Context: an optimization exercise on an open-source flow, tuned for small area, a short achievable clock period and few clock cycles. The choices shown serve that exercise and are no tape-out recipe. RTL that was checked went through simulation tests only; none was proved equivalent to the original. Function not checked in runs 5 and 6: the RTL went through the layout flow alone. Power is estimated from default activity; no workload was simulated.

## flow/config.mk

```make
export PLATFORM = sky130hd
export DESIGN_NAME = st7032_encoder
export DESIGN_NICKNAME = st7032_encoder
export VERILOG_FILES = /design/flow/design.v
export SDC_FILE = /design/flow/constraint.sdc
export NUM_CORES = 4
export LEC_CHECK = 0
export CAP_MARGIN = 20
export CORE_MARGIN = 2
export CORE_UTILIZATION = 65
export SETUP_SLACK_MARGIN = 1.8
export SLEW_MARGIN = 20
```

## flow/constraint.sdc

```tcl
create_clock -name core_clock -period 4.0 [get_ports {clk}]
set_input_delay 0.8000 -clock core_clock [delete_from_list [all_inputs] [get_ports {clk}]]
set_output_delay 0.8000 -clock core_clock [all_outputs]
set_load 0.01 [all_outputs]
```

## flow/design.v

```verilog
module st7032_encoder (
    input  wire        clk,
    input  wire        rst,         
    input  wire        cmd_valid,
    output reg         cmd_ready,
    input  wire [15:0] cmd_word,
    input  wire [15:0] cmd_len,
    input  wire        pay_valid,
    output wire        pay_ready,
    input  wire [7:0]  pay_data,
    output reg         rsp_valid,
    output reg  [2:0]  rsp_result,
    output wire [7:0]  rsp_data,
    output wire [3:0]  rsp_step,
    output reg         ev_valid,
    input  wire        ev_ready,
    output wire [2:0]  ev_kind,
    output wire [7:0]  ev_data,
    input  wire        ev_ok,
    input  wire [7:0]  ev_rdata
);
    localparam [2:0] EV_CFG   = 3'd0;
    localparam [2:0] EV_BEGIN = 3'd1;
    localparam [2:0] EV_WRITE = 3'd2;
    localparam [2:0] EV_END   = 3'd3;
    localparam [2:0] EV_REQ   = 3'd4;
    localparam [2:0] EV_WAIT  = 3'd5;
    localparam [2:0] R_OK        = 3'd0;
    localparam [2:0] R_IGNORED   = 3'd1;
    localparam [2:0] R_NOT_READY = 3'd2;
    localparam [2:0] R_BUS_ERROR = 3'd3;
    localparam [2:0] R_READ_FAIL = 3'd4;
    localparam [2:0] R_INVALID   = 3'd5;
    localparam [3:0] S_CFG   = {1'b0, EV_CFG};
    localparam [3:0] S_BEGIN = {1'b0, EV_BEGIN};
    localparam [3:0] S_WSEL  = {1'b0, EV_WRITE};
    localparam [3:0] S_WBYTE = {1'b1, EV_WRITE};
    localparam [3:0] S_END   = {1'b0, EV_END};
    localparam [3:0] S_REQ   = {1'b0, EV_REQ};
    localparam [3:0] S_WAIT  = {1'b0, EV_WAIT};
    reg [3:0]  st;          
    reg [3:0]  op;          
    reg        ready;       
    reg        lines2;      
    reg [7:0]  b;           
    reg [15:0] c;           
    reg        pm;          
    reg        dv;          
    reg        sf;          
    wire busy = !cmd_ready;
    wire is_init  = (op == 4'h0);
    wire is_avail = (op == 4'h1);
    wire is_pseq  = (op == 4'h3);
    wire is_data  = (op[3:1] == 3'b001);
    wire in_write = (st[2:0] == EV_WRITE);
    assign ev_kind   = st[2:0];
    assign ev_data   = b;
    reg        pmw, pmv;
    assign pay_ready = (pmw && ev_ready) || pmv;
    assign rsp_data  = b & {8{dv}};
    assign rsp_step  = ~c[3:0] & {4{sf}};
    wire [3:0] w_op = cmd_word[15:12];
    wire [2:0] w_f  = cmd_word[10:8];
    wire [7:0] w_a  = cmd_word[7:0];
    wire w_is2  = (w_op == 4'h2);
    wire w_isA  = (w_op == 4'hA);
    wire w_isB  = (w_op == 4'hB);
    wire w_is7  = (w_op == 4'h7);
    wire w_is6  = (w_op == 4'h6);
    wire w_use_alo = w_is2 || w_isA || w_isB;                  
    wire w_use_a7  = w_is2 || w_isB;                           
    wire w_use_f0  = (w_op == 4'h0) || w_is6 || w_is7 ||
                     (w_op == 4'h8) || (w_op == 4'h9) || w_isB;
    wire w_use_f1  = w_is6 || w_is7;
    wire w_invalid = cmd_word[11] || (w_op == 4'hF) ||
                     ((|w_a[6:0]) && !w_use_alo) || (w_a[7] && !w_use_a7) ||
                     (w_f[0] && !w_use_f0) || (w_f[1] && !w_use_f1) ||
                     (w_f[2] && !w_is7);
    wire w_open   = (w_op[3:1] == 3'b000);    
    wire w_notrdy = !w_open && !ready;
    wire w_ignore = (w_op == 4'hB) && w_f[0] && !lines2;
    wire w_run    = !w_invalid && !w_notrdy && !w_ignore;
    wire w_init   = (w_op == 4'h0) && !w_invalid;
    wire [2:0] w_res = w_invalid ? R_INVALID : w_notrdy ? R_NOT_READY :
                       w_ignore ? R_IGNORED : R_OK;
    wire [3:0] w_st  = (w_op == 4'h0) ? S_CFG : (w_op[3:2] == 2'b11) ? S_REQ : S_BEGIN;
    wire [2:0] c_f = c[10:8];
    wire [7:0] c_a = c[7:0];
    reg  [7:0] cbyte;
    always @(*) begin
        case (op)
            4'h0: begin
                case (~c[3:0])
                    4'd1:    cbyte = 8'h38;
                    4'd2:    cbyte = 8'h39;
                    4'd3:    cbyte = 8'h14;
                    4'd4:    cbyte = 8'h79;
                    4'd5:    cbyte = 8'h50;
                    4'd6:    cbyte = 8'h6C;
                    4'd7:    cbyte = 8'h0C;
                    4'd8:    cbyte = 8'h01;
                    default: cbyte = 8'h06;
                endcase
            end
            4'h2:    cbyte = c_a;
            4'h4:    cbyte = 8'h01;
            4'h5:    cbyte = 8'h02;
            4'h6:    cbyte = {6'b000001, c_f[1:0]};
            4'h7:    cbyte = {5'b00001, c_f};
            4'h8:    cbyte = {5'b00011, c_f[0], 2'b00};
            4'h9:    cbyte = {5'b00010, c_f[0], 2'b00};
            4'hA:    cbyte = {1'b1, c_a[6:0]};
            default: cbyte = {1'b1, c_a[6] ^ c_f[0], c_a[5:0]};
        endcase
    end
    reg [7:0] rd_byte;
    always @(*) begin
        case (op[1:0])
            2'b00:   rd_byte = ev_rdata;                   
            2'b01:   rd_byte = {7'b0, ev_rdata[7]};        
            default: rd_byte = {1'b0, ev_rdata[6:0]};      
        endcase
    end
    wire step1 = (c[3:0] == ~4'd1);
    wire step9 = (c[3:0] == ~4'd9);
    wire err   = rsp_result[0];           
    wire acc  = cmd_valid && cmd_ready;
    wire fire = ev_valid && ev_ready;
    wire take = pay_valid && pay_ready;
    wire f_cfg   = fire && st == S_CFG;
    wire f_begin = fire && st == S_BEGIN;
    wire f_write = fire && in_write;
    wire f_end   = fire && st == S_END;
    wire f_req   = fire && st == S_REQ;
    wire f_wait  = fire && st == S_WAIT;
    wire f_wait1 = f_wait && b[1:0] == 2'd1;
    wire f_wait2 = f_wait && b[1:0] == 2'd2;
    wire f_wait3 = f_wait && b[1:0] == 2'd3;
    wire f_cbyte   = f_write && !st[3] && !is_pseq;
    wire pay_wait  = f_write && !take && pm;
    wire init_adv  = (f_wait1 && is_init && !err && !step1 && !step9) || f_wait2;
    wire init_bad  = f_wait1 && is_init && err;
    wire done = f_req || f_wait3 || (f_end && (is_avail || is_data)) ||
                (f_wait1 && (!is_init || err));
    always @(posedge clk) begin
        if (rst) begin
            cmd_ready <= 1'b1;
            rsp_valid <= 1'b0;
        end else if (acc) begin
            cmd_ready <= !w_run;
            rsp_valid <= !w_run;
        end else if (done) begin
            cmd_ready <= 1'b1;
            rsp_valid <= 1'b1;
        end
    end
    wire v_n = rst ? 1'b0 : acc ? w_run : (done || pay_wait) ? 1'b0 :
               take ? 1'b1 : ev_valid;
    always @(posedge clk)
        ev_valid <= v_n;
    always @(posedge clk) begin
        if (rst)
            ready <= 1'b0;
        else if (acc && w_init)
            ready <= 1'b0;
        else if (f_wait3)
            ready <= 1'b1;
    end
    always @(posedge clk)
        if (acc && w_init)
            lines2 <= w_f[0];
    always @(posedge clk)
        if (acc)
            op <= w_op;
    always @(posedge clk)
        if (acc)
            st <= w_st;
        else if (f_cfg || init_adv)
            st <= S_BEGIN;
        else if (f_begin)
            st <= is_avail ? S_END : S_WSEL;
        else if (f_write)
            st <= (take || pm || f_cbyte) ? S_WBYTE : S_END;
        else if (f_end)
            st <= S_WAIT;
    always @(posedge clk)
        if (acc)
            rsp_result <= w_res;
        else if (f_req)
            rsp_result <= {!ev_ok, 2'b00};
        else if (f_end)
            rsp_result <= {1'b0, {2{!is_avail && !ev_ok}}};
    always @(posedge clk)
        if (acc)
            dv <= 1'b0;
        else if (f_req)
            dv <= ev_ok;
        else if (f_end)
            dv <= is_avail;
    always @(posedge clk)
        if (acc)
            sf <= 1'b0;
        else if (init_bad)
            sf <= 1'b1;
    wire pm_n = rst ? 1'b0 : acc ? (w_run && (w_op == 4'h3) && (cmd_len != 16'd0)) :
                take ? (c != 16'd1) : pm;
    always @(posedge clk) begin
        pm  <= pm_n;
        pmw <= pm_n && !acc && (in_write || f_begin);
        pmv <= pm_n && !v_n;
    end
    wire        dec = take || init_adv;
    wire [15:0] cz;                       
    assign cz[0] = 1'b1;
    genvar gi;
    generate
        for (gi = 1; gi < 16; gi = gi + 1) begin : g_cz
            assign cz[gi] = cz[gi - 1] && !c[gi - 1];
        end
    endgenerate
    always @(posedge clk)
        c <= acc ? ((w_op == 4'h3) ? cmd_len :
                    {cmd_len[15:11], cmd_word[10:4], cmd_word[3:1] | {3{w_op == 4'h0}}, cmd_word[0]}) :
                   c ^ (cz & {16{dec}});
    wire ld_sel  = f_begin;
    wire ld_3e   = acc || init_adv;
    wire ld_w    = f_end;                 
    wire ld_w23  = f_wait1 && is_init && (step1 || step9);
    wire b_hold  = !(ld_3e || ld_sel || f_cbyte || take || ld_w || ld_w23 || f_req);
    always @(posedge clk)
        b <= ({8{ld_3e}}             & 8'h3E)                     |
             ({8{ld_sel}}            & {1'b0, is_data, 6'b0})     |
             ({8{f_cbyte}}           & cbyte)                     |
             ({8{take}}              & pay_data)                  |
             ({8{ld_w}}              & {7'b0, ev_ok || !is_avail}) |
             ({8{ld_w23}}            & {6'b0, 1'b1, step9})      |
             ({8{f_req}}             & rd_byte)                   |
             ({8{b_hold}}            & b);
endmodule
```

## flow/flow/run.sh

```bash
#!/bin/bash
set -euo pipefail
cd "$(dirname "$0")/.."
export BUFFER_PORTS_ARGS="-buffer_cell sky130_fd_sc_hd__buf_1"
DU="sky130_fd_sc_hd__probe_p_8 sky130_fd_sc_hd__probec_p_8 sky130_fd_sc_hd__lpflow_bleeder_1 sky130_fd_sc_hd__lpflow_clkbufkapwr_1 sky130_fd_sc_hd__lpflow_clkbufkapwr_16 sky130_fd_sc_hd__lpflow_clkbufkapwr_2 sky130_fd_sc_hd__lpflow_clkbufkapwr_4 sky130_fd_sc_hd__lpflow_clkbufkapwr_8 sky130_fd_sc_hd__lpflow_clkinvkapwr_1 sky130_fd_sc_hd__lpflow_clkinvkapwr_16 sky130_fd_sc_hd__lpflow_clkinvkapwr_2 sky130_fd_sc_hd__lpflow_clkinvkapwr_4 sky130_fd_sc_hd__lpflow_clkinvkapwr_8 sky130_fd_sc_hd__lpflow_decapkapwr_12 sky130_fd_sc_hd__lpflow_decapkapwr_3 sky130_fd_sc_hd__lpflow_decapkapwr_4 sky130_fd_sc_hd__lpflow_decapkapwr_6 sky130_fd_sc_hd__lpflow_decapkapwr_8 sky130_fd_sc_hd__lpflow_inputiso0n_1 sky130_fd_sc_hd__lpflow_inputiso0p_1 sky130_fd_sc_hd__lpflow_inputiso1n_1 sky130_fd_sc_hd__lpflow_inputiso1p_1 sky130_fd_sc_hd__lpflow_inputisolatch_1 sky130_fd_sc_hd__lpflow_isobufsrc_1 sky130_fd_sc_hd__lpflow_isobufsrc_16 sky130_fd_sc_hd__lpflow_isobufsrc_2 sky130_fd_sc_hd__lpflow_isobufsrc_4 sky130_fd_sc_hd__lpflow_isobufsrc_8 sky130_fd_sc_hd__lpflow_isobufsrckapwr_16 sky130_fd_sc_hd__lpflow_lsbuf_lh_hl_isowell_tap_1 sky130_fd_sc_hd__lpflow_lsbuf_lh_hl_isowell_tap_2 sky130_fd_sc_hd__lpflow_lsbuf_lh_hl_isowell_tap_4 sky130_fd_sc_hd__lpflow_lsbuf_lh_isowell_4 sky130_fd_sc_hd__lpflow_lsbuf_lh_isowell_tap_1 sky130_fd_sc_hd__lpflow_lsbuf_lh_isowell_tap_2 sky130_fd_sc_hd__lpflow_lsbuf_lh_isowell_tap_4"
for c in or4_1 or4_2 or4_4 or4b_1 or4b_2 or4b_4 or4bb_1 or4bb_2 or4bb_4 nor4_1 nor4_2 nor4_4 nor4b_1 nor4b_2 nor4b_4 nor4bb_1 nor4bb_2 nor4bb_4 or3_1 or3_2 or3_4 or3b_1 or3b_2 or3b_4; do
  DU="$DU sky130_fd_sc_hd__$c"
done
bash standard.sh "DONT_USE_CELLS=$DU" finish > make_finish.log 2>&1
```

## flow/standard.sh

```bash
#!/bin/bash
# synth_recipe.tcl (not shown) runs the flow's synth.tcl, then flattens the netlist and writes it again
# the make line also repeats each setting of config.mk as NAME=value (left out here)
make -C /OpenROAD-flow-scripts/flow DESIGN_CONFIG=/design/flow/config.mk WORK_HOME=/design/flow/orfs CLKGATE_MAP_FILE= SYNTH_SCRIPT=/design/flow/synth_recipe.tcl "${@:-finish}"
```

==> results of run 1 <==
power groups by stage:
stage          clock network (uW)  registers, uW  logic [uW]
2_1_floorplan                   0            531         140
3_3_place_gp                    0            554         178
3_5_place_dp                    0            555         182
4_1_cts                       282            537         199
5_1_grt                       299            544         237
6_report                      286            541         218
synthesized netlist by cell type (4+ instances only):
master / count / share of area, %
buf_2: 4 / 0.63
mux2_2: 8 / 2.8
and2_1: 11 / 2.2
edfxtp_1: 12 / 11
ha_1: 7 / 2.8
nand3_1: 9 / 1.4
xnor2_1: 11 / 3.0
nand2_1: 43 / 5.1
nor2_1: 39 / 4.6
nor2b_1: 14 / 2.8
dfxtp_1: 33 / 21
inv_1: 7 / 0.83
o21ai_0: 21 / 3.3
mux2i_1: 4 / 1.3
buf_4: 4 / 0.95
nor3_2: 8 / 2.5
a22oi_1: 4 / 0.95
or2_2: 8 / 1.6
nor3_1: 12 / 1.9
a221o_1: 7 / 2.2
clkbuf_1: 12 / 1.4
a21oi_1: 19 / 3.0
and3_1: 5 / 0.99
nand2b_1: 10 / 2.0
o21ai_1: 6 / 0.95
a31oi_1: 6 / 1.2
nand4_1: 6 / 1.2
a32oi_1: 4 / 1.1
state kept, by name, summed over array words and instances, names as in the netlist, 3 cells and up:
signal	flops
b	8
st	4
c	16
op	4
rsp_result	3
per-layer routing:
layer | vias to the layer above | track usage, % | routed length (um) | part of all wire (%)
met2 | 267 | 58.1 | 4580 | 47
met1 | 1586 | 43.2 | 3820 | 39
li1 | 1603 | - | - | -
met4 | 0 | 10.3 | 399 | 4.1
met5 | - | 0 | 0 | 0
met3 | 51 | 8.64 | 996 | 10
cell usage in the layout, fill, tap and decap left out, drive strengths merged, types with 4 or more instances in the layout:
master  netlist  layout
a21oi        19      19
a221o         7       7
a22oi         4       4
a31oi         6       6
a32oi         4       4
and2         12      12
and3          5       5
buf          10     102
clkbuf       12       9
dfxtp        33      33
edfxtp       12      12
ha            7       7
inv           8       8
mux2          8       8
mux2i         4       4
nand2        43      43
nand2b       10      10
nand3        10      10
nand4         6       6
nor2         41      41
nor2b        14      14
nor3         20      20
o21ai        27      27
or2          10      10
xnor2        11      11
kinds of logic after synthesis:
| group | Yosys count |
|---|---|
| and+or+nand+nor | 180 |
| AOI/OAI and AO/OA | 104 |
| DFF | 45 |
| buffers and inverters | 30 |
| xor gates and xnor gates | 12 |
| muxes | 12 |
| adders and majority gates | 7 |
per-stage QoR:
stage          power, uW  hold WS [ns]
5_1_grt             1080         0.530
3_3_place_gp         732         0.448
4_1_cts             1020         0.488
3_5_place_dp         737         0.470
2_1_floorplan        671         0.471
6_report            1040         0.493
how the worst min path moves through the flow:
stage                          from              end  slack [ns]  depth (start not counted)
floorplan           sf$_SDFFE_PP0P_  sf$_SDFFE_PP0P_        0.47                          2
global placement       b[7]$_DFF_P_     b[7]$_DFF_P_        0.45                          1
detailed placement     b[7]$_DFF_P_     b[7]$_DFF_P_        0.47                          1
CTS                    b[7]$_DFF_P_     b[7]$_DFF_P_        0.49                          1
global route           b[7]$_DFF_P_     b[7]$_DFF_P_        0.53                          1
finish                 b[7]$_DFF_P_     b[7]$_DFF_P_        0.49                          1
final cells by class:
| class | count | area [um^2] |
|---|---|---|
| inverter | 8 | 32.5 |
| clock buffer | 5 | 68.8 |
| timing repair buffer | 106 | 500 |
| sequential | 45 | 1030 |
| clock inverter | 3 | 17.5 |
| fill | 353 | 891 |
| multi-input combinational | 315 | 2100 |
| tap | 67 | 83.8 |
timing repair:
| action | CTS | global route |
|---|---|---|
| resized for setup | 13 | 23 |
| pin swaps | 3 | 6 |
| setup endpoints to repair | 31 | 32 |
| buffers inserted | 13 | 9 |
==> metrics.md, run 1 <==
| Metric | Value |
|---|---|
| Outcome | `timing/DRC/antenna clean` |
| Worst Path Max Fanout | `5` |
| Top FF cell, synth | `dfxtp_1` |
| Die Wd | `73.9 um` |
| CTS Buf Count | `5` |
| Critical path's top delay family | `simple AND/OR/NAND/NOR gates` |
| Syn Nets | `451` |
| CTS sink cnt | `45` |
| Fmax achieved | `466 MHz` |
| Clock Latency Late Sink | `0.31 ns` |
| Number of global-route vias before repair | `2991` |
| Placement Cell Area | `0.00347 mm^2` |
| Critical-path top delay cell | `or2_2` |
| Setup crit end | `st[0]$_DFFE_PP_` |
| Fin worst setup slack | `1.85 ns` |
| DR DRC count | `0` |
| Area of the mapped netlist | `0.00318 mm^2` |
| Measured slew at the worst slew-check pin | `0.534 ns` |
| Seq cells post-synth | `45` |
| Setup crit start kind | `flip-flop` |
| Worst EP arrival | `2.21 ns` |
| Sequential area share after synthesis | `32.2%` |
| Row cnt | `25` |
| Syn avg cell area | `8.14 um^2` |
| Final setup TNS | `0 ns` |
| Ys Warns | `1` |
| Final #Nets | `542` |
| Htree depth | `2` |
| Fin. Hold Viols | `0` |
| Syn Inst Count | `390` |
| Placed cell count | `519` |
| Drt pass-1 iters | `6` |
| Asr flop ratio synth | `0%` |
| Die H | `73.9 um` |
| P_sw | `333 uW` |
| Leakage power | `0.00139 uW` |
| Slew HR | `63.9%` |
| Setup crit start | `c[0]$_DFF_P_` |
| GR Util All Layers | `34.4%` |
| Final core utilization | `81.1%` |
| Critical path class | `flip-flop to flip-flop` |
| Pwr/cell area | `273 mW/mm^2` |
| Crit path time final | `2.15 ns` |
| PortBufs | `83` |
| WL per Instance | `17.8 um` |
| WP buf/inv | `1` |
| Area of the core | `0.00472 mm^2` |
| Detail Route Antenna Nets | `0` |
| Clock Pin Slew Worst Setup and Hold Paths | `0.09 ns` |
| Worst R2R Setup Slack | `1.85 ns` |
| Xor and xnor area share after synthesis | `3.31%` |
| Max stage delay on crit path | `0.36 ns` |
| Int Power | `712 uW` |
| Mux contribution to synthesized area | `4.10%` |
| Clk root buf | `clkbuf_8` |
| Max Clock Skew | `0.00677 ns` |
| VDD IR-drop max | `0.222 mV` |
| Post-Synth Simple-Gate Area | `30.2%` |
| DRT iter0 DRCs | `529` |
| Hold Crit Class | `flip-flop to flip-flop` |
| Sequential share of power | `51.8%` |
| Total die area | `0.00546 mm^2` |
| Crit Reg-Reg Startpoint | `c[0]$_DFF_P_` |
| Final wirelength | `9.79 mm` |
| Share of layout cells above drive strength 1 | `17.8%` |
| Reg2reg end | `st[0]$_DFFE_PP_` |
| Hold-fix buffers, CTS | `0` |
| First-pass GRT wire length | `14.4 mm` |
| Reg2reg path depth | `8` |
| Max clock buf depth | `2` |
| I/O pin count | `84` |
| Inserted Diodes | `0` |
| Synth cell types | `70` |
| Dpl hpwl | `6.57 mm` |
| Gpl congestion | `0.969` |
| Logic pwr share | `20.9%` |
| Via count | `3507` |
| Levels on crit path | `8` |
| Setup-failing EPs final | `0` |
| Vias per cell | `6.39` |
| Number of antenna violations at the first check in global routing | `0` |
| CTS tree | `yes` |
| Largest family of logic cells by synthesized area | `simple AND/OR/NAND/NOR gates` |
| Starting Density | `67.2%` |
| Sw frac | `31.9%` |
| Crit path cell chain | `inv_1 > ha_2 > a21boi_2 > a41oi_2 > nor2_1 > nor2_4 > o211ai_1 > or2_2` |
| Placement Setup Slack | `1.20 ns` |
| Max Cap Viol | `0` |
| Post-synth EDFFs | `12` |
| Fin area | `0.00383 mm^2` |
| Final Instance Count excl. Fillers | `549` |
| RSZ-0062 raised after global routing | `false` |
| Largest net degree at the start of global routing | `32` |
| Synth Area in Adders | `2.76%` |
| CP Capture Type | `flip-flop` |
| Tcrit/Tclk final | `53.7%` |
| WP data required | `4.07 ns` |
| Clock share of power | `27.3%` |
| Max Slew Vio Count | `0` |
| Compound-Gate Fraction of Synth Area | `23.1%` |
| GRT overflow | `0` |
| Area Overhead vs Synth | `20.7%` |
Testbench counts, summed over its fixed seeds: cycles 6,320.
==> run 2, diff against run 1 <==
--- a/flow/config.mk
+++ b/flow/config.mk
@@ -7,6 +7,7 @@
 export LEC_CHECK = 0
 export CAP_MARGIN = 20
 export CORE_MARGIN = 2
-export CORE_UTILIZATION = 65
+export CORE_UTILIZATION = 40
+export GPL_TIMING_DRIVEN = 1
 export SETUP_SLACK_MARGIN = 1.8
 export SLEW_MARGIN = 20
==> run 2 against run 1 <==
Against the previous run:
- still clean on timing, DRC and antenna
- sequential share of layout area fell by 0.23 points
- utilization shrank 31 points
- register-to-register slack improved by 0.03 ns
- hold slack worse by 0.0078 ns
- via count decreased by 5.9%
- final cell count up 6.6%
- critical path depth shrank 1
- fmax fell by 0.16%
- synthesized area unchanged
- largest power group unchanged
==> metrics.md, run 2 <==
| Metric | Value |
|---|---|
| DRT iter0 DRCs | `179 (-66%)` |
| VDD IR-drop max | `0.119 mV (-46%)` |
| Area of the mapped netlist | `0.00318 mm^2 (unchanged)` |
| Final wirelength | `9.48 mm (-3.2%)` |
| Hold Crit Class | `flip-flop to flip-flop` |
| CTS tree | `yes` |
| Max Clock Skew | `0.00310 ns (-0.00367 ns)` |
| Max Slew Vio Count | `0 (unchanged)` |
| Syn Nets | `451 (unchanged)` |
| Placement Setup Slack | `1.31 ns (+0.112 ns)` |
| Register with the most flip-flops | `c` |
| Critical-path top delay cell | `a221o_2` |
| Fin. Hold Viols | `0 (unchanged)` |
| Row cnt | `32 (+28%)` |
| Area of the core | `0.00773 mm^2 (+64%)` |
| Htree depth | `2 (unchanged)` |
| Hold wc startpoint | `b[7]$_DFF_P_` |
| Hold depth | `1 (unchanged)` |
| Clock share of power | `27.4% (about the same)` |
| Sequential share of power | `52.0% (+0.2 points)` |
| CTS Buf Count | `5 (unchanged)` |
| Drt pass-1 iters | `5 (-1)` |
| Top FF cell, synth | `dfxtp_1` |
| Commonest non-fill, non-tap cells in the layout | `80 x buf_1, 43 x nand2_1, 37 x nor2_1, 30 x dfxtp_1, 22 x buf_4` |
| PortBufs | `83 (unchanged)` |
| Logic pwr share | `20.6% (-0.3 points)` |
| Slew HR | `60.6% (-3.3 points)` |
| Total die area | `0.00867 mm^2 (+59%)` |
| Detail Route Antenna Nets | `0 (unchanged)` |
| Die H | `93.1 um (+26%)` |
| Syn Inst Count | `390 (unchanged)` |
| Dpl hpwl | `6.91 mm (+5.1%)` |
| Most common cell after layout, fill and taps aside | `buf_1` |
| Clk root buf | `clkbuf_8` |
| GRT overflow | `0 (unchanged)` |
| Ys Warns | `1 (unchanged)` |
| I/O pin count | `84 (unchanged)` |
| Crit Reg-Reg Startpoint | `st[3]$_SDFFCE_PP0P_` |
| Critical path class | `input port to flip-flop` |
| Max Cap Viol | `0 (unchanged)` |
| Gpl congestion | `0.907 (-6.4%)` |
| DR WL met3 | `720 um (-28%)` |
| Most frequent CP cell | `a21oi_1` |
| WP data required | `4.19 ns (+0.12 ns)` |
| Filler instances | `779 (+120%)` |
| Crit path time final | `2.15 ns (+0.00344 ns)` |
| Max stage delay on crit path | `0.50 ns (+0.14 ns)` |
| Die Wd | `93.1 um (+26%)` |
| Worst EP arrival | `2.34 ns (+0.13 ns)` |
| Outcome | `timing/DRC/antenna clean` |
| Final setup TNS | `0 ns (unchanged)` |
| Top cell type by total area after synthesis | `dfxtp_1` |
| Starting Density | `41.1% (-26 points)` |
| Max reg flops | `16 (unchanged)` |
| Share of the synthesized area in the top cell type | `20.8% (unchanged)` |
| Max Used Layer | `met4` |
| Vias per cell | `5.64 (-12%)` |
| Setup crit start | `ev_ready` |
| Share of layout cells above drive strength 1 | `16.1% (-1.7 points)` |
| Clock Latency Late Sink | `0.30 ns (about the same)` |
| Leakage power | `0.00137 uW (-1.3%)` |
| Post-synth EDFFs | `12 (unchanged)` |
| Setup-failing EPs final | `0 (unchanged)` |
| Max clock buf depth | `2 (unchanged)` |
| Fmax achieved | `465 MHz (-0.16%)` |
| RSZ-0062 raised after global routing | `false` |
| CP Capture Type | `flip-flop` |
| Area Overhead vs Synth | `21.6%` |
| CTS sink cnt | `45 (unchanged)` |
| Sequential area share after synthesis | `32.2% (unchanged)` |
| Clock Pin Slew Worst Setup and Hold Paths | `0.09 ns (about the same)` |
| Int Power | `716 uW (+0.52%)` |
| GR Util All Layers | `22.0% (-12 points)` |
| Syn avg cell area | `8.14 um^2 (unchanged)` |
| WHS | `0.485 ns (-0.00782 ns)` |
| Crit path cell chain | `buf_4 > and4bb_2 > nand3_4 > a221o_2 > o41a_1 > a21oi_1 > a21oi_1` |
| Wl on met1 | `4.39 mm (+15%)` |
| Final #Nets | `543 (+0.18%)` |
| Fin worst setup slack | `1.85 ns (-0.00344 ns)` |
| Number of antenna violations at the first check in global routing | `0 (unchanged)` |
| Worst Path Max Fanout | `5 (unchanged)` |
| Pwr/cell area | `268 mW/mm^2 (-1.5%)` |
| Seq cells post-synth | `45 (unchanged)` |
| Measured slew at the worst slew-check pin | `0.590 ns (+0.0556 ns)` |
| WL per Instance | `16.2 um (-9.2%)` |
| Synth cell types | `70 (unchanged)` |
| Tcrit/Tclk final | `53.8% (+0.086 points)` |
| Asr flop ratio synth | `0% (unchanged)` |
| Total Power | `1040 uW (-0.76%)` |
| Via count | `3300 (-5.9%)` |
| Largest net degree at the start of global routing | `32 (unchanged)` |
| Sw frac | `31.0% (-0.88 points)` |
| Number of global-route vias before repair | `2967 (-0.80%)` |
| Top-count cell post-synth | `nand2_1` |
| P_sw | `321 uW (-3.5%)` |
| Biggest regs | `c x16, b x8` |
| Met2 Wirelength | `4.27 mm (-6.8%)` |
| Reg2reg path depth | `6 (-2)` |
| Setup crit start kind | `input port` |
| Hold-fix buffers, CTS | `0 (unchanged)` |
| First-pass GRT wire length | `15.1 mm (+5.0%)` |
| Inserted Diodes | `0 (unchanged)` |
| DR DRC count | `0 (unchanged)` |
| Synth area leaders | `dfxtp_1 21%, edfxtp_1 11%, nand2_1 5.1%` |
| Top cells by count, synth | `43 x nand2_1, 39 x nor2_1, 33 x dfxtp_1` |
[run 2: cell counts after synthesis]
Identical to the previous run, type by type.
[run 2: power groups by stage]
| stage | clock [uW] | sequential (uW) | combinational [uW] |
|---|---|---|---|
| detailed placement | 0 | 556 | 184 |
| CTS | 294 | 539 | 200 |
| global placement | 0 | 556 | 182 |
| global route | 316 | 544 | 236 |
| floorplan | 0 | 531 | 140 |
| finish | 284 | 539 | 213 |
[run 2: cell families after synthesis]
family,share of synthesized area [%]
AND/OR/NAND/NOR,30.2
XOR/XNOR,3.31
AO/OA/AOI/OAI,23.1
buffers and inverters,4.41
adder cells (fa/ha/maj),2.76
multiplexers,4.10
flip-flops,32.2
[run 2: cell type report]
| type | count | area [um^2] | share of cell area, % |
|---|---|---|---|
| multi-input combinational | 316 | 2090 | 54.0 |
| timing repair buffer | 106 | 507 | 13.1 |
| tap | 102 | 128 | 3.31 |
| clock inverter | 1 | 7.51 | 0.194 |
| clock buffer | 7 | 76.3 | 1.98 |
| sequential | 45 | 1030 | 26.6 |
| inverter | 8 | 30.0 | 0.778 |
[run 2: through the flow]
stage	cells	cell area, um^2	util [%]
6_report	585	3860	50.0
5_1_grt	585	3860	50.0
4_1_cts	575	3750	48.6
3_5_place_dp	555	3520	45.6
3_3_place_gp	555	3520	45.6
2_1_floorplan	390	3180	-
[run 2: path summary, 6_finish.rpt]
path                                      to  slack, ns
worst max-delay path            c[5]$_DFF_P_       1.85
worst min-delay path            b[7]$_DFF_P_       0.48
worst max register to register  c[5]$_DFF_P_       1.88
worst min register to register  b[7]$_DFF_P_       0.48
[run 2: critical path, delay by kind of cell]
| kind | cells | cell delay, ns |
|---|---|---|
| buf+inv | 1 | 0.10 |
| compound gates | 4 | 1.03 |
| simple gates | 2 | 0.41 |
[run 2: what timing repair did]
action	CTS	global route
gates resized for setup	12	14
endpoints found under the setup margin	32	33
pin swaps	3	8
buffers inserted	11	10
cloned	1	0
[run 2: routing by layer]
layer,vias to the layer above,GRT usage (%)
met2,155,34.8
met3,11,3.30
met1,1518,31.6
met5,-,0
met4,0,5.15
li1,1616,-
==> run 3, diff against run 2 <==
--- a/flow/config.mk
+++ b/flow/config.mk
@@ -8,6 +8,7 @@
 export CAP_MARGIN = 20
 export CORE_MARGIN = 2
 export CORE_UTILIZATION = 40
-export GPL_TIMING_DRIVEN = 1
+export CTS_CLUSTER_DIAMETER = 150
+export CTS_CLUSTER_SIZE = 60
 export SETUP_SLACK_MARGIN = 1.8
 export SLEW_MARGIN = 20
==> run 3 against run 2 <==
Against the previous run:
- global-route usage unchanged
- via count unchanged
- wire length is the same
- flip-flop and latch count unchanged
- sequential power hardly changed
- utilization unchanged
- power did not move
- synthesized area did not move
- clock skew stayed put
- largest power group unchanged
==> metrics.md, run 3 <==
| Metric | Value |
|---|---|
| Inserted Diodes | `0 (unchanged)` |
| Largest net degree at the start of global routing | `32 (unchanged)` |
| Worst EP arrival | `2.34 ns (about the same)` |
| Hold Crit Class | `flip-flop to flip-flop` |
| Fmax achieved | `465 MHz (unchanged)` |
| Leakage power | `0.00137 uW (unchanged)` |
| Area of the mapped netlist | `0.00318 mm^2 (unchanged)` |
| Max Slew Vio Count | `0 (unchanged)` |
| Tcrit/Tclk final | `53.8% (unchanged)` |
| Setup crit start kind | `input port` |
| Most common cell after layout, fill and taps aside | `buf_1` |
| Critical-path top delay cell | `a221o_2` |
| DRT iter0 DRCs | `179 (unchanged)` |
| Gpl congestion | `0.907 (unchanged)` |
| Synth area leaders | `dfxtp_1 21%, edfxtp_1 11%, nand2_1 5.1%` |
| Synth cell types | `70 (unchanged)` |
| Critical path class | `input port to flip-flop` |
| VDD IR-drop max | `0.119 mV (unchanged)` |
| Final wirelength | `9.48 mm (unchanged)` |
| WP data required | `4.19 ns (about the same)` |
| WHS | `0.485 ns (unchanged)` |
| Post-synth EDFFs | `12 (unchanged)` |
| Number of global-route vias before repair | `2967 (unchanged)` |
| Max Cap Viol | `0 (unchanged)` |
| Worst Path Max Fanout | `5 (unchanged)` |
| Top-count cell post-synth | `nand2_1` |
| Max reg flops | `16 (unchanged)` |
| Total die area | `0.00867 mm^2 (unchanged)` |
| Share of layout cells above drive strength 1 | `16.1% (unchanged)` |
| Final #Nets | `543 (unchanged)` |
| Biggest regs | `c x16, b x8` |
| Share of the synthesized area in the top cell type | `20.8% (unchanged)` |
| Die H | `93.1 um (unchanged)` |
| Crit path time final | `2.15 ns (unchanged)` |
| Sequential area share after synthesis | `32.2% (unchanged)` |
| Final setup TNS | `0 ns (unchanged)` |
| Dpl hpwl | `6.91 mm (unchanged)` |
| GRT overflow | `0 (unchanged)` |
| Die Wd | `93.1 um (unchanged)` |
| Total Power | `1040 uW (unchanged)` |
| Htree depth | `2 (unchanged)` |
| Syn Nets | `451 (unchanged)` |
| GR Util All Layers | `22.0% (unchanged)` |
| First-pass GRT wire length | `15.1 mm (unchanged)` |
| RSZ-0062 raised after global routing | `false` |
| Outcome | `timing/DRC/antenna clean` |
| Commonest non-fill, non-tap cells in the layout | `80 x buf_1, 43 x nand2_1, 37 x nor2_1, 30 x dfxtp_1, 22 x buf_4` |
| Clock Pin Slew Worst Setup and Hold Paths | `0.09 ns (about the same)` |
| Max clock buf depth | `2 (unchanged)` |
| Filler instances | `779 (unchanged)` |
| Vias per cell | `5.64 (unchanged)` |
| Measured slew at the worst slew-check pin | `0.590 ns (unchanged)` |
| Register with the most flip-flops | `c` |
| Fin. Hold Viols | `0 (unchanged)` |
| CP Capture Type | `flip-flop` |
| I/O pin count | `84 (unchanged)` |
| Top cell type by total area after synthesis | `dfxtp_1` |
| Clk root buf | `clkbuf_8` |
| Drt pass-1 iters | `5 (unchanged)` |
| Setup-failing EPs final | `0 (unchanged)` |
| Most frequent CP cell | `a21oi_1` |
| Max stage delay on crit path | `0.50 ns (about the same)` |
| CTS tree | `yes` |
| Max Clock Skew | `0.00310 ns (unchanged)` |
| Detail Route Antenna Nets | `0 (unchanged)` |
| Starting Density | `41.1% (unchanged)` |
| Number of antenna violations at the first check in global routing | `0 (unchanged)` |
| CTS sink cnt | `45 (unchanged)` |
| Area of the core | `0.00773 mm^2 (unchanged)` |
| Row cnt | `32 (unchanged)` |
| Ys Warns | `1 (unchanged)` |
| Register area | `0.00103 mm^2 (unchanged)` |
| Final core utilization | `50.0% (unchanged)` |
| CTS Buf Count | `5 (unchanged)` |
| WL per Instance | `16.2 um (unchanged)` |
| Placed cell count | `555 (unchanged)` |
| Asr flop ratio synth | `0% (unchanged)` |
| Syn avg cell area | `8.14 um^2 (unchanged)` |
| Area of the multi-input gates | `0.00209 mm^2 (unchanged)` |
| Syn Inst Count | `390 (unchanged)` |
| Clock Latency Late Sink | `0.30 ns (about the same)` |
| Pwr/cell area | `268 mW/mm^2 (unchanged)` |
| Via count | `3300 (unchanged)` |
| Slew HR | `60.6% (unchanged)` |
| Seq cells post-synth | `45 (unchanged)` |
| Area Overhead vs Synth | `21.6% (unchanged)` |
| Top cells by count, synth | `43 x nand2_1, 39 x nor2_1, 33 x dfxtp_1` |
| PortBufs | `83 (unchanged)` |
| DR DRC count | `0 (unchanged)` |
| Crit path cell chain | `buf_4 > and4bb_2 > nand3_4 > a221o_2 > o41a_1 > a21oi_1 > a21oi_1` |
| Top FF cell, synth | `dfxtp_1` |
| Final Instance Count excl. Fillers | `585 (unchanged)` |
-- run 3: routing by layer --
layer  track usage (%)  part of all wire [%]  wire length [um]
met1              31.6                    46              4390
met2              34.8                    45              4270
met3              3.30                   7.6               720
met4              5.15                   1.1               101
met5                 0                     0                 0
-- run 3: cell families (layout without fill, tap and decap cells) --
| group | after synthesis | in the layout | share of synthesized area, % |
|---|---|---|---|
| AO/OA/AOI/OAI | 104 | 105 | 23.1 |
| XOR/XNOR | 12 | 12 | 3.31 |
| adder cells (fa/ha/maj) | 7 | 7 | 2.76 |
| buffers and inverters | 30 | 122 | 4.41 |
| flip-flops | 45 | 45 | 32.2 |
| multiplexers | 12 | 12 | 4.10 |
| AND/OR/NAND/NOR | 180 | 180 | 30.2 |
-- run 3: per-stage QoR --
step	worst slack (ns)	instance area [um^2]
global placement	1.36	3520
detailed placement	1.31	3520
global route	1.80	3860
floorplan	1.81	3180
finish	1.85	3860
CTS	1.79	3750
-- run 3: worst paths after layout --
| kind | to | slack, ns | cells past startpoint | from |
|---|---|---|---|---|
| setup / recovery | c[5]$_DFF_P_ | 1.85 | 7 | ev_ready |
| hold / removal | b[7]$_DFF_P_ | 0.48 | 1 | b[7]$_DFF_P_ |
| setup reg to reg | c[5]$_DFF_P_ | 1.88 | 6 | st[3]$_SDFFCE_PP0P_ |
| hold reg to reg | b[7]$_DFF_P_ | 0.48 | 1 | b[7]$_DFF_P_ |
-- run 3: repair_timing --
| item | CTS | global route |
|---|---|---|
| hold buffers | 0 | 0 |
| gates resized for setup | 12 | 14 |
| setup endpoints to repair | 32 | 33 |
| pin swaps | 3 | 8 |
| gates cloned | 1 | 0 |
| setup buffers | 11 | 10 |
-- run 3: where the power goes --
part,switching [uW],leakage [uW],internal (uW),total [uW]
Clock,160,0.0000385,124,284
Combinational,118,0.000943,95.5,213
Sequential,43.0,0.000390,496,539
Total,321,0.00137,716,1040
-- run 3: layout make-up --
type	count	area share [%]
Multi-Input combinational cell	316	54.0
Timing Repair Buffer	106	13.1
Tap cell	102	3.31
Sequential cell	45	26.6
Clock inverter	1	0.194
Clock buffer	7	1.98
Inverter	8	0.778
-- run 3: critical path: cells and delay by family --
family          cells  cell delay, ns
simple gates        2            0.41
compound gates      4            1.03
buf+inv             1            0.10
==> run 4, diff against run 3 <==
--- a/flow/config.mk
+++ b/flow/config.mk
@@ -8,7 +8,5 @@
 export CAP_MARGIN = 20
 export CORE_MARGIN = 2
 export CORE_UTILIZATION = 40
-export CTS_CLUSTER_DIAMETER = 150
-export CTS_CLUSTER_SIZE = 60
 export SETUP_SLACK_MARGIN = 1.8
 export SLEW_MARGIN = 20
==> run 4 against run 3 <==
Against the previous run:
- die area unchanged
- sequential power hardly changed
- clock power is essentially flat
- fmax unchanged
- critical endpoint unchanged
==> metrics.md, run 4 <==
| Metric | Value |
|---|---|
| Via count | `3300 (unchanged)` |
| Crit Reg-Reg Startpoint | `st[3]$_SDFFCE_PP0P_` |
| Clk root buf | `clkbuf_8` |
| Max Clock Skew | `0.00310 ns (unchanged)` |
| Area of the core | `0.00773 mm^2 (unchanged)` |
| Ys Warns | `1 (unchanged)` |
| Placed cell count | `555 (unchanged)` |
| Number of antenna violations at the first check in global routing | `0 (unchanged)` |
| Critical path class | `input port to flip-flop` |
| Fin area | `0.00386 mm^2 (unchanged)` |
| Crit path time final | `2.15 ns (unchanged)` |
| Largest family of logic cells by synthesized area | `simple AND/OR/NAND/NOR gates` |
| CTS sink cnt | `45 (unchanged)` |
| CP Capture Type | `flip-flop` |
| Hold depth | `1 (unchanged)` |
| DRT iter0 DRCs | `179 (unchanged)` |
| Final Instance Count excl. Fillers | `585 (unchanged)` |
| Die Wd | `93.1 um (unchanged)` |
| Synth Area in Adders | `2.76% (unchanged)` |
| Slew HR | `60.6% (unchanged)` |
| Area of the mapped netlist | `0.00318 mm^2 (unchanged)` |
| CTS Buf Count | `5 (unchanged)` |
| VDD IR-drop max | `0.119 mV (unchanged)` |
| Mux contribution to synthesized area | `4.10% (unchanged)` |
| Final #Nets | `543 (unchanged)` |
| Number of global-route vias before repair | `2967 (unchanged)` |
| Setup-failing EPs final | `0 (unchanged)` |
| Compound-Gate Fraction of Synth Area | `23.1% (unchanged)` |
| Worst R2R Setup Slack | `1.88 ns (about the same)` |
| Biggest regs | `c x16, b x8` |
| Max Slew Vio Count | `0 (unchanged)` |
| Largest net degree at the start of global routing | `32 (unchanged)` |
| Reg2reg end | `c[5]$_DFF_P_` |
| GRT overflow | `0 (unchanged)` |
| Share of the synthesized area in the top cell type | `20.8% (unchanged)` |
| Dpl hpwl | `6.91 mm (unchanged)` |
| Starting Density | `41.1% (unchanged)` |
| Detail Route Antenna Nets | `0 (unchanged)` |
| PortBufs | `83 (unchanged)` |
| Setup crit start kind | `input port` |
| Die H | `93.1 um (unchanged)` |
| Syn avg cell area | `8.14 um^2 (unchanged)` |
| Total die area | `0.00867 mm^2 (unchanged)` |
| RSZ-0062 raised after global routing | `false` |
| Sequential area share after synthesis | `32.2% (unchanged)` |
| Max reg flops | `16 (unchanged)` |
| Gpl congestion | `0.907 (unchanged)` |
| WP data required | `4.19 ns (about the same)` |
| CTS tree | `yes` |
| First-pass GRT wire length | `15.1 mm (unchanged)` |
| Tcrit/Tclk final | `53.8% (unchanged)` |
| Synth cell types | `70 (unchanged)` |
| Fin. Hold Viols | `0 (unchanged)` |
| DR DRC count | `0 (unchanged)` |
| Pwr/cell area | `268 mW/mm^2 (unchanged)` |
| Setup crit end | `c[5]$_DFF_P_` |
| Hold-fix buffers, CTS | `0 (unchanged)` |
| Final setup TNS | `0 ns (unchanged)` |
| Post-Synth Simple-Gate Area | `30.2% (unchanged)` |
| I/O pin count | `84 (unchanged)` |
| Leakage power | `0.00137 uW (unchanged)` |
| Max clock buf depth | `2 (unchanged)` |
| Top FF cell, synth | `dfxtp_1` |
| Reg2reg path depth | `6 (unchanged)` |
| Area Overhead vs Synth | `21.6% (unchanged)` |
| WL per Instance | `16.2 um (unchanged)` |
| Asr flop ratio synth | `0% (unchanged)` |
| Top-count cell post-synth | `nand2_1` |
| Final wirelength | `9.48 mm (unchanged)` |
| Top cells by count, synth | `43 x nand2_1, 39 x nor2_1, 33 x dfxtp_1` |
| Placement Cell Area | `0.00352 mm^2 (unchanged)` |
| Syn Nets | `451 (unchanged)` |
| Htree depth | `2 (unchanged)` |
| Drt pass-1 iters | `5 (unchanged)` |
| Xor and xnor area share after synthesis | `3.31% (unchanged)` |
| Outcome | `timing/DRC/antenna clean` |
| Syn Inst Count | `390 (unchanged)` |
| Measured slew at the worst slew-check pin | `0.590 ns (unchanged)` |
| Most common cell after layout, fill and taps aside | `buf_1` |
| Seq cells post-synth | `45 (unchanged)` |
| Post-synth EDFFs | `12 (unchanged)` |
| Hold Crit Class | `flip-flop to flip-flop` |
| Vias per cell | `5.64 (unchanged)` |
| Top cell type by total area after synthesis | `dfxtp_1` |
| Share of layout cells above drive strength 1 | `16.1% (unchanged)` |
| Commonest non-fill, non-tap cells in the layout | `80 x buf_1, 43 x nand2_1, 37 x nor2_1, 30 x dfxtp_1, 22 x buf_4` |
| Inserted Diodes | `0 (unchanged)` |
| GR Util All Layers | `22.0% (unchanged)` |
| Clock Latency Late Sink | `0.30 ns (about the same)` |
| Setup crit start | `ev_ready` |
| Fmax achieved | `465 MHz (unchanged)` |
| Clock Pin Slew Worst Setup and Hold Paths | `0.09 ns (about the same)` |
| Register with the most flip-flops | `c` |
| Row cnt | `32 (unchanged)` |
| Worst Path Max Fanout | `5 (unchanged)` |
| Worst EP arrival | `2.34 ns (about the same)` |
| Max Cap Viol | `0 (unchanged)` |
| Synth area leaders | `dfxtp_1 21%, edfxtp_1 11%, nand2_1 5.1%` |
-- run 4: cell counts after synthesis --
Identical to the previous run, type by type.
-- run 4: worst max-delay path, cell delays in order --
cell,delay (ns)
buf_4,0.10
and4bb_2,0.29
nand3_4,0.12
a221o_2,0.50
o41a_1,0.33
a21oi_1,0.12
a21oi_1,0.08
-- run 4: worst min path at each step --
stage	from	to	slack (ns)
CTS	b[7]$_DFF_P_	b[7]$_DFF_P_	0.48
global route	b[7]$_DFF_P_	b[7]$_DFF_P_	0.51
global placement	b[7]$_DFF_P_	b[7]$_DFF_P_	0.47
detailed placement	b[7]$_DFF_P_	b[7]$_DFF_P_	0.46
finish	b[7]$_DFF_P_	b[7]$_DFF_P_	0.48
floorplan	sf$_SDFFE_PP0P_	sf$_SDFFE_PP0P_	0.47
-- run 4: kinds of logic after synthesis --
group | after synthesis
muxes | 12
buffers and inverters | 30
and+or+nand+nor | 180
DFF | 45
adders and majority gates | 7
xor gates and xnor gates | 12
AOI/OAI and AO/OA | 104
-- run 4: what timing repair did --
action,CTS,global route
pin swaps,3,8
cloned,1,0
setup endpoints to repair,32,33
buffers inserted,11,10
gates resized for setup,12,14
-- run 4: per-stage QoR --
stage          setup WS (ns)  util [%]  hold slack [ns]  total power, uW
2_1_floorplan           1.81         -            0.471              671
3_5_place_dp            1.31      45.6            0.464              740
5_1_grt                 1.80      50.0            0.513             1100
6_report                1.85      50.0            0.485             1040
3_3_place_gp            1.36      45.6            0.469              738
4_1_cts                 1.79      48.6            0.485             1030
-- run 4: power by group --
group,internal (uW),leakage (uW),switching (uW),total [uW]
combinational,95.5,0.000943,118,213
clock,124,0.0000385,160,284
sequential,496,0.000390,43.0,539
-- run 4: per-layer routing --
layer	track usage, %	routed length, um	up-vias
li1	-	-	1616
met1	31.6	4390	1518
met2	34.8	4270	155
met3	3.30	720	11
met4	5.15	101	0
met5	0	0	-
-- run 4: layout make-up --
| class | count | area, um^2 |
|---|---|---|
| clock buffers | 7 | 76.3 |
| clock inverters | 1 | 7.51 |
| fillers | 779 | 3870 |
| inverters | 8 | 30.0 |
| multi-input cells | 316 | 2090 |
| flip-flops and latches | 45 | 1030 |
| well taps | 102 | 128 |
| repair buffers | 106 | 507 |
==> run 5, diff against run 4 <==
--- a/flow/design.v
+++ b/flow/design.v
@@ -48,6 +48,7 @@
     reg        dv;          
     reg        sf;          
     wire busy = !cmd_ready;
+    wire idle = cmd_ready;
     wire is_init  = (op == 4'h0);
     wire is_avail = (op == 4'h1);
     wire is_pseq  = (op == 4'h3);
@@ -170,10 +171,10 @@
         if (acc && w_init)
             lines2 <= w_f[0];
     always @(posedge clk)
-        if (acc)
+        if (idle)
             op <= w_op;
     always @(posedge clk)
-        if (acc)
+        if (idle)
             st <= w_st;
         else if (f_cfg || init_adv)
             st <= S_BEGIN;
@@ -218,10 +219,13 @@
             assign cz[gi] = cz[gi - 1] && !c[gi - 1];
         end
     endgenerate
-    always @(posedge clk)
-        c <= acc ? ((w_op == 4'h3) ? cmd_len :
-                    {cmd_len[15:11], cmd_word[10:4], cmd_word[3:1] | {3{w_op == 4'h0}}, cmd_word[0]}) :
-                   c ^ (cz & {16{dec}});
+    wire [15:0] w_c = (w_op == 4'h3) ? cmd_len :
+                      {cmd_len[15:11], cmd_word[10:4], cmd_word[3:1] | {3{w_op == 4'h0}}, cmd_word[0]};
+    wire [15:0] c_dec = c ^ (cz & {16{dec}});
+    always @(posedge clk) begin
+        c[15:4] <= idle ? w_c[15:4] : c_dec[15:4];
+        c[3:0]  <= acc  ? w_c[3:0]  : c_dec[3:0];     
+    end
     wire ld_sel  = f_begin;
     wire ld_3e   = acc || init_adv;
     wire ld_w    = f_end;                 
--- a/flow/config.mk
+++ b/flow/config.mk
@@ -8,5 +8,5 @@
 export CAP_MARGIN = 20
 export CORE_MARGIN = 2
 export CORE_UTILIZATION = 40
-export SETUP_SLACK_MARGIN = 1.8
+export SETUP_SLACK_MARGIN = 1.9
 export SLEW_MARGIN = 20
==> run 5 against run 4 <==
Against the previous run:
- non-clock buffer count up 7
- critical endpoint is now b[1]$_DFF_P_
- critical path type is now flip-flop to flip-flop
- sequential share of layout area down 0.60 points
- final cell count up 1.9%
==> metrics.md, run 5 <==
| Metric | Value |
|---|---|
| Outcome | `timing/DRC/antenna clean` |
| Final setup TNS | `0 ns (unchanged)` |
| Max reg flops | `16 (unchanged)` |
| Top cell type by total area after synthesis | `dfxtp_1` |
| Total die area | `0.00864 mm^2 (-0.27%)` |
| DRT iter0 DRCs | `170 (-5.0%)` |
| CTS Buf Count | `5 (unchanged)` |
| CTS tree | `yes` |
| Synth area leaders | `dfxtp_1 21%, edfxtp_1 11%, nand2_1 6.0%` |
| Number of antenna violations at the first check in global routing | `0 (unchanged)` |
| Setup crit start kind | `flip-flop` |
| Gpl congestion | `0.901 (-0.60%)` |
| Setup-failing EPs final | `0 (unchanged)` |
| Synth cell types | `63 (-10%)` |
| Htree depth | `2 (unchanged)` |
| Area of the mapped netlist | `0.00317 mm^2 (-0.28%)` |
| Register area | `0.00103 mm^2 (unchanged)` |
| Fmax achieved | `482 MHz (+3.6%)` |
| Final wirelength | `9.48 mm (about the same)` |
| Filler instances | `802 (+3.0%)` |
| Hold-fix buffers, CTS | `0 (unchanged)` |
| Crit path time final | `2.07 ns (-0.0755 ns)` |
| Slew HR | `54.6% (-6.0 points)` |
| Sequential area share after synthesis | `32.2% (+0.089 points)` |
| CTS sink cnt | `45 (unchanged)` |
| CP Capture Type | `flip-flop` |
| RSZ-0062 raised after global routing | `true` |
| Commonest non-fill, non-tap cells in the layout | `77 x buf_1, 49 x nand2_1, 46 x nor2_1, 30 x dfxtp_1, 29 x buf_4` |
| Die Wd | `93.0 um (-0.13%)` |
| Syn Inst Count | `394 (+1.0%)` |
| Drt pass-1 iters | `4 (-1)` |
| Row cnt | `32 (unchanged)` |
| Dpl hpwl | `7.11 mm (+2.9%)` |
| Area of the core | `0.00769 mm^2 (-0.52%)` |
| Asr flop ratio synth | `0% (unchanged)` |
| GR Util All Layers | `21.8% (-0.22 points)` |
| Max clock buf depth | `2 (unchanged)` |
| Top-count cell post-synth | `nand2_1` |
| Register with the most flip-flops | `c` |
| Starting Density | `41.2% (+0.10 points)` |
| I/O pin count | `84 (unchanged)` |
| Post-synth EDFFs | `12 (unchanged)` |
| Critical path class | `flip-flop to flip-flop` |
| Inserted Diodes | `0 (unchanged)` |
| Leakage power | `0.00156 uW (+14%)` |
| VDD IR-drop max | `0.158 mV (+33%)` |
| Syn Nets | `455 (+0.89%)` |
| Most common cell after layout, fill and taps aside | `buf_1` |
| Top cells by count, synth | `51 x nand2_1, 48 x nor2_1, 33 x dfxtp_1` |
| Measured slew at the worst slew-check pin | `0.674 ns (+0.0838 ns)` |
| Share of the synthesized area in the top cell type | `20.9% (+0.058 points)` |
| Clock Pin Slew Worst Setup and Hold Paths | `0.09 ns (about the same)` |
| Seq cells post-synth | `45 (unchanged)` |
| Die H | `93.0 um (-0.13%)` |
| Vias per cell | `5.48 (-2.8%)` |
| WP data required | `4.25 ns (+0.06 ns)` |
| Tcrit/Tclk final | `51.9% (-1.9 points)` |
| Worst Path Max Fanout | `7 (+2)` |
| Top FF cell, synth | `dfxtp_1` |
| First-pass GRT wire length | `14.9 mm (-1.4%)` |
| Largest net degree at the start of global routing | `31 (-3.1%)` |
| Ys Warns | `1 (unchanged)` |
| Clk root buf | `clkbuf_8` |
| Biggest regs | `c x16, b x8` |
| Worst R2R Setup Slack | `1.93 ns (+0.05 ns)` |
| Max Clock Skew | `0.00575 ns (+0.00265 ns)` |
| Syn avg cell area | `8.04 um^2 (-1.3%)` |
| Number of global-route vias before repair | `2992 (+0.84%)` |
| Via count | `3268 (-0.97%)` |
| WL per Instance | `15.9 um (-1.8%)` |
| DR DRC count | `0 (unchanged)` |
| Hold Crit Class | `flip-flop to flip-flop` |
| GRT overflow | `0 (unchanged)` |
| Share of layout cells above drive strength 1 | `17.8% (+1.7 points)` |
| Area Overhead vs Synth | `24.7%` |
| WHS | `0.489 ns (+0.00385 ns)` |
| Worst EP arrival | `2.32 ns (-0.02 ns)` |
| Detail Route Antenna Nets | `0 (unchanged)` |
| Pwr/cell area | `272 mW/mm^2 (+1.3%)` |
| Max Slew Vio Count | `0 (unchanged)` |
| Clock Latency Late Sink | `0.30 ns (about the same)` |
| Max Cap Viol | `0 (unchanged)` |
| PortBufs | `83 (unchanged)` |
| Area of the multi-input gates | `0.00209 mm^2 (about the same)` |
| Final #Nets | `554 (+2.0%)` |
| Fin. Hold Viols | `0 (unchanged)` |
==> run 5: cell count changes after synthesis, moves of 5 or more <==
cell,before,now
nand2_1,43,51
o21ai_1,6,1
xnor2_1,11,4
xor2_1,1,9
nor2_1,39,48
a221oi_1,1,7
mux2i_1,4,12
nor3_2,8,0
a211oi_1,0,6
nor2b_1,14,8
==> run 5: critical path, cell delays in order (launching register included) <==
cell	delay, ns
edfxtp_1	0.45
nand2b_1	0.26
a2111o_1	0.54
or2_2	0.36
nor3_1	0.25
a2111o_1	0.15
==> run 5: area by class of cell <==
class                      count  area share, %
clock inverter                 2          0.982
inverter                      10          0.950
timing repair buffer         113           14.2
clock buffer                   6           1.84
multi-input combinational    318           52.8
sequential                    45           26.0
tap                          102           3.23
==> run 5: cell families after synthesis <==
kind of cell / Yosys count / synth area share (%)
DFF: 45 / 32.2
muxes: 16 / 5.22
and+or+nand+nor: 182 / 28.8
AOI/OAI and AO/OA: 100 / 22.2
xor gates and xnor gates: 13 / 3.60
adders and majority gates: 7 / 2.77
buffers and inverters: 31 / 5.14
==> run 5: routing by layer <==
layer / GRT usage [%] / share of wire (%) / up-vias
li1: - / - / 1623
met1: 29.1 / 46 / 1526
met2: 37.6 / 48 / 110
met3: 2.90 / 5.8 / 9
met4: 4.78 / 1.1 / 0
met5: 0 / 0 / -
==> run 5: what timing repair did <==
| action | 4_1_cts | 5_1_grt |
|---|---|---|
| resized for setup | 17 | 21 |
| pin swaps | 8 | 12 |
| setup buffers | 18 | 11 |
| setup endpoints to repair | 33 | 31 |
==> run 5: path summary, 6_finish.rpt <==
check | start | end | depth (start not counted)
max | st[0]$_DFFE_PP_ | b[1]$_DFF_P_ | 5
min | b[4]$_DFF_P_ | b[4]$_DFF_P_ | 1
max reg2reg | st[0]$_DFFE_PP_ | b[1]$_DFF_P_ | 5
min reg2reg | b[4]$_DFF_P_ | b[4]$_DFF_P_ | 1
==> run 5: metrics by stage <==
step                      cell area [um^2]  total power, uW  util, %  std cells  setup WS [ns]
final                                 3950             1070     51.4        596           1.93
after global routing                  3950             1120     51.4        596           1.87
after CTS                             3800             1070     49.4        585           1.86
after detailed placement              3520              708     45.8        559           1.23
after global placement                3520              706     45.8        559           1.28
after floorplan                       3210              646        -        394           1.84
==> run 5: report_power, final <==
group | switching (uW) | internal (uW)
clock network | 164 | 188
logic | 110 | 86.7
registers | 35.5 | 490
==> run 6, diff against run 5 <==
--- a/flow/config.mk
+++ b/flow/config.mk
@@ -8,5 +8,5 @@
 export CAP_MARGIN = 20
 export CORE_MARGIN = 2
 export CORE_UTILIZATION = 40
-export SETUP_SLACK_MARGIN = 1.9
+export SETUP_SLACK_MARGIN = 1.8
 export SLEW_MARGIN = 20
==> run 6 against run 5 <==
Against the previous run:
- still clean
- sequential power hardly changed
- critical path depth up 4
- non-clock buffer count down 17
- global-route usage decreased by 0.56 points
- via count fell by 3.1%
- fmax fell by 2.5%
- critical path type is now input port to flip-flop
- critical endpoint is now c[13]$_DFF_P_
- largest cell class unchanged
- highest routed layer unchanged
==> metrics.md, run 6 <==
| Metric | Value |
|---|---|
| Syn Inst Count | `394 (unchanged)` |
| Top FF cell, synth | `dfxtp_1` |
| Commonest non-fill, non-tap cells in the layout | `78 x buf_1, 50 x nand2_1, 46 x nor2_1, 29 x dfxtp_1, 22 x a21oi_1` |
| Int Power | `751 uW (-1.7%)` |
| Die H | `93.0 um (unchanged)` |
| Levels on crit path | `9 (+4)` |
| Sw frac | `28.6% (-0.25 points)` |
| Post-synth EDFFs | `12 (unchanged)` |
| CTS tree | `yes` |
| Crit path time final | `2.13 ns (+0.0525 ns)` |
| Critical-path top delay cell | `a221oi_4` |
| GRT overflow | `0 (unchanged)` |
| DR DRC count | `0 (unchanged)` |
| Vias per cell | `5.47 (-0.28%)` |
| Largest net degree at the start of global routing | `31 (unchanged)` |
| I/O pin count | `84 (unchanged)` |
| Gpl congestion | `0.905 (+0.44%)` |
| WP buf/inv | `3 (+3)` |
| Setup crit start | `ev_ready` |
| Clock Pin Slew Worst Setup and Hold Paths | `0.09 ns (about the same)` |
| Max stage delay on crit path | `0.37 ns (-0.17 ns)` |
| Clock share of power | `32.9% (about the same)` |
| Asr flop ratio synth | `0% (unchanged)` |
| Number of antenna violations at the first check in global routing | `0 (unchanged)` |
| Final #Nets | `537 (-3.1%)` |
| Worst R2R Setup Slack | `1.90 ns (-0.03 ns)` |
| Synth area leaders | `dfxtp_1 21%, edfxtp_1 11%, nand2_1 6.0%` |
| First-pass GRT wire length | `14.5 mm (-2.7%)` |
| Inserted Diodes | `0 (unchanged)` |
| Slew HR | `56.5% (+1.9 points)` |
| Most common cell after layout, fill and taps aside | `buf_1` |
| CTS sink cnt | `45 (unchanged)` |
| Hold Crit Class | `flip-flop to flip-flop` |
| Worst EP arrival | `2.31 ns (about the same)` |
| Clock Latency Late Sink | `0.30 ns (about the same)` |
| Critical path class | `input port to flip-flop` |
| Top cells by count, synth | `51 x nand2_1, 48 x nor2_1, 33 x dfxtp_1` |
| Area of the mapped netlist | `0.00317 mm^2 (unchanged)` |
| Register with the most flip-flops | `c` |
| CTS Buf Count | `5 (unchanged)` |
| Pwr/cell area | `279 mW/mm^2 (+2.5%)` |
| Critical path's top delay family | `simple AND/OR/NAND/NOR gates` |
| RSZ-0062 raised after global routing | `true` |
| Starting Density | `41.2% (unchanged)` |
| Dpl hpwl | `7.05 mm (-0.83%)` |
| GR Util All Layers | `21.2% (-0.56 points)` |
| DRT iter0 DRCs | `123 (-28%)` |
| Setup crit end | `c[13]$_DFF_P_` |
| WHS | `0.475 ns (-0.0137 ns)` |
| Outcome | `timing/DRC/antenna clean` |
| Sequential share of power | `49.9% (+1.0 points)` |
| PortBufs | `83 (unchanged)` |
| Detail Route Antenna Nets | `0 (unchanged)` |
| VDD IR-drop max | `0.124 mV (-21%)` |
| Total die area | `0.00864 mm^2 (unchanged)` |
| Clk root buf | `clkbuf_8` |
| Share of the synthesized area in the top cell type | `20.9% (unchanged)` |
| Worst Path Max Fanout | `5 (-2)` |
| Max Slew Vio Count | `0 (unchanged)` |
| Seq cells post-synth | `45 (unchanged)` |
| Leakage power | `0.00148 uW (-5.0%)` |
| WP data required | `4.18 ns (-0.07 ns)` |
| Max reg flops | `16 (unchanged)` |
| Number of global-route vias before repair | `2942 (-1.7%)` |
| Placed cell count | `559 (unchanged)` |
| Top cell type by total area after synthesis | `dfxtp_1` |
| Fmax achieved | `470 MHz (-2.5%)` |
| Die Wd | `93.0 um (unchanged)` |
| Measured slew at the worst slew-check pin | `0.646 ns (-0.0276 ns)` |
| Max Cap Viol | `0 (unchanged)` |
| Final Instance Count excl. Fillers | `579 (-2.9%)` |
| Drt pass-1 iters | `5 (+1)` |
| CP Capture Type | `flip-flop` |
| Final setup TNS | `0 ns (unchanged)` |
| Max Clock Skew | `0.00322 ns (-0.00253 ns)` |
| Reg2reg path depth | `10 (+5)` |
| Syn avg cell area | `8.04 um^2 (unchanged)` |
| Area of the core | `0.00769 mm^2 (unchanged)` |
| Tcrit/Tclk final | `53.2% (+1.3 points)` |
| Sequential area share after synthesis | `32.2% (unchanged)` |
| Via count | `3166 (-3.1%)` |
| Fin. Hold Viols | `0 (unchanged)` |
| Biggest regs | `c x16, b x8` |
| WL per Instance | `15.8 um (-0.90%)` |
| Logic pwr share | `17.2% (-1.1 points)` |
| Setup-failing EPs final | `0 (unchanged)` |
| Final wirelength | `9.13 mm (-3.7%)` |
| Crit Reg-Reg Startpoint | `c[0]$_DFF_P_` |
| Synth cell types | `63 (unchanged)` |
| Top-count cell post-synth | `nand2_1` |
| Htree depth | `2 (unchanged)` |
| Max clock buf depth | `2 (unchanged)` |
| Crit path cell chain | `clkbuf_2 > and4b_2 > nand2_2 > a221oi_4 > buf_4 > buf_6 > nand4_1 > xor2_1 > o21ai_0` |
| Hold-fix buffers, CTS | `0 (unchanged)` |
| Reg2reg end | `c[13]$_DFF_P_` |
| Row cnt | `32 (unchanged)` |
| Area Overhead vs Synth | `19.2%` |
| Ys Warns | `1 (unchanged)` |
| Share of layout cells above drive strength 1 | `13.0% (-4.8 points)` |
| Setup crit start kind | `input port` |
| P_sw | `301 uW (-2.9%)` |
| Syn Nets | `455 (unchanged)` |
run 6: power groups by stage:
| stage | sequential (uW) | combinational, uW | clock (uW) |
|---|---|---|---|
| detailed placement | 540 | 167 | 0 |
| global route | 530 | 202 | 367 |
| CTS | 528 | 173 | 349 |
| global placement | 539 | 167 | 0 |
| floorplan | 519 | 125 | 0 |
| finish | 525 | 181 | 346 |
run 6: layout make-up:
cell class              count  area, um^2
clock inverters             2        35.0
repair buffers             96         423
flip-flops and latches     45        1030
well taps                 102         128
fillers                   787        3910
inverters                  10        37.5
multi-input cells         318        2050
clock buffers               6        72.6
run 6: cells by family after synthesis:
| family | count (synthesis) | share of synthesized area, % |
|---|---|---|
| xor gates and xnor gates | 13 | 3.60 |
| muxes | 16 | 5.22 |
| DFF | 45 | 32.2 |
| adders and majority gates | 7 | 2.77 |
| AOI/OAI and AO/OA | 100 | 22.2 |
| and+or+nand+nor | 182 | 28.8 |
| buffers and inverters | 31 | 5.14 |
run 6: worst register-to-register path: stages, from the launching register on:
cell	delay, ns
dfxtp_4	0.39
inv_1	0.09
ha_2	0.21
a21boi_2	0.15
nand4_1	0.16
a221oi_4	0.34
buf_4	0.19
buf_6	0.10
nand4_1	0.09
xor2_1	0.17
o21ai_0	0.08
run 6: worst min-delay path by stage:
stage | startpoint | endpoint | slack [ns] | depth (start not counted)
floorplan | c[5]$_DFF_P_ | b[5]$_DFF_P_ | 0.46 | 2
finish | b[3]$_DFF_P_ | b[3]$_DFF_P_ | 0.48 | 2
global route | b[3]$_DFF_P_ | b[3]$_DFF_P_ | 0.50 | 2
CTS | b[3]$_DFF_P_ | b[3]$_DFF_P_ | 0.48 | 2
detailed placement | b[3]$_DFF_P_ | b[3]$_DFF_P_ | 0.46 | 2
global placement | b[3]$_DFF_P_ | b[3]$_DFF_P_ | 0.46 | 2
run 6: through the flow:
stage / cell area, um^2 / utilization, % / power [uW] / setup slack, ns
4_1_cts: 3680 / 47.8 / 1050 / 1.77
6_report: 3770 / 49.1 / 1050 / 1.87
3_3_place_gp: 3510 / 45.6 / 706 / 1.30
2_1_floorplan: 3190 / - / 645 / 1.80
3_5_place_dp: 3510 / 45.6 / 707 / 1.23
5_1_grt: 3770 / 49.1 / 1100 / 1.78
run 6: layer usage:
metal  vias up  global-route usage (%)  routed length [um]
met1      1432                    29.5                4380
met2       128                    34.5                4020
met3        15                    3.46                 581
li1       1591                       -                   -
met5         -                       0                   0
met4         0                    5.15                 151
run 6: timing repair:
| action | 4_1_cts | 5_1_grt |
|---|---|---|
| resized for setup | 12 | 16 |
| setup endpoints to repair | 45 | 26 |
| pin swaps | 3 | 2 |
| cloned | 0 | 0 |
| buffers inserted | 5 | 7 |

## static timing again, ports no longer ideal
No port has a modelled driver above. Below, the same layouts with a new extraction and two added sets of constraints.
Step 1, drivers: a clkbuf_16 drives clk and a buf_2 each remaining input, both assumed.
Step 2 also shifts input and output timing later by t, the mid clock arrival at the registers, as if the neighbouring blocks saw the same clock.
a / b / c = no drivers / after step 1 / after step 2; a / b = the first two.
| run | t (ns) | setup WS [ns] | worst setup path at the end |
|---|---|---|---|
| run 1 | 0.334 | 1.853 / 1.853 / 1.530 | input to register |
| run 2 | 0.333 | 1.849 / 1.856 / 1.524 | input to register |
| run 3 | 0.333 | 1.849 / 1.856 / 1.524 | input to register |
| run 4 | 0.333 | 1.849 / 1.856 / 1.524 | input to register |
| run 5 | 0.332 | 1.925 / 1.923 / 1.643 | input to register |
| run 6 | 0.325 | 1.873 / 1.878 / 1.553 | input to register |
After both steps setup and hold are still met in every run listed.
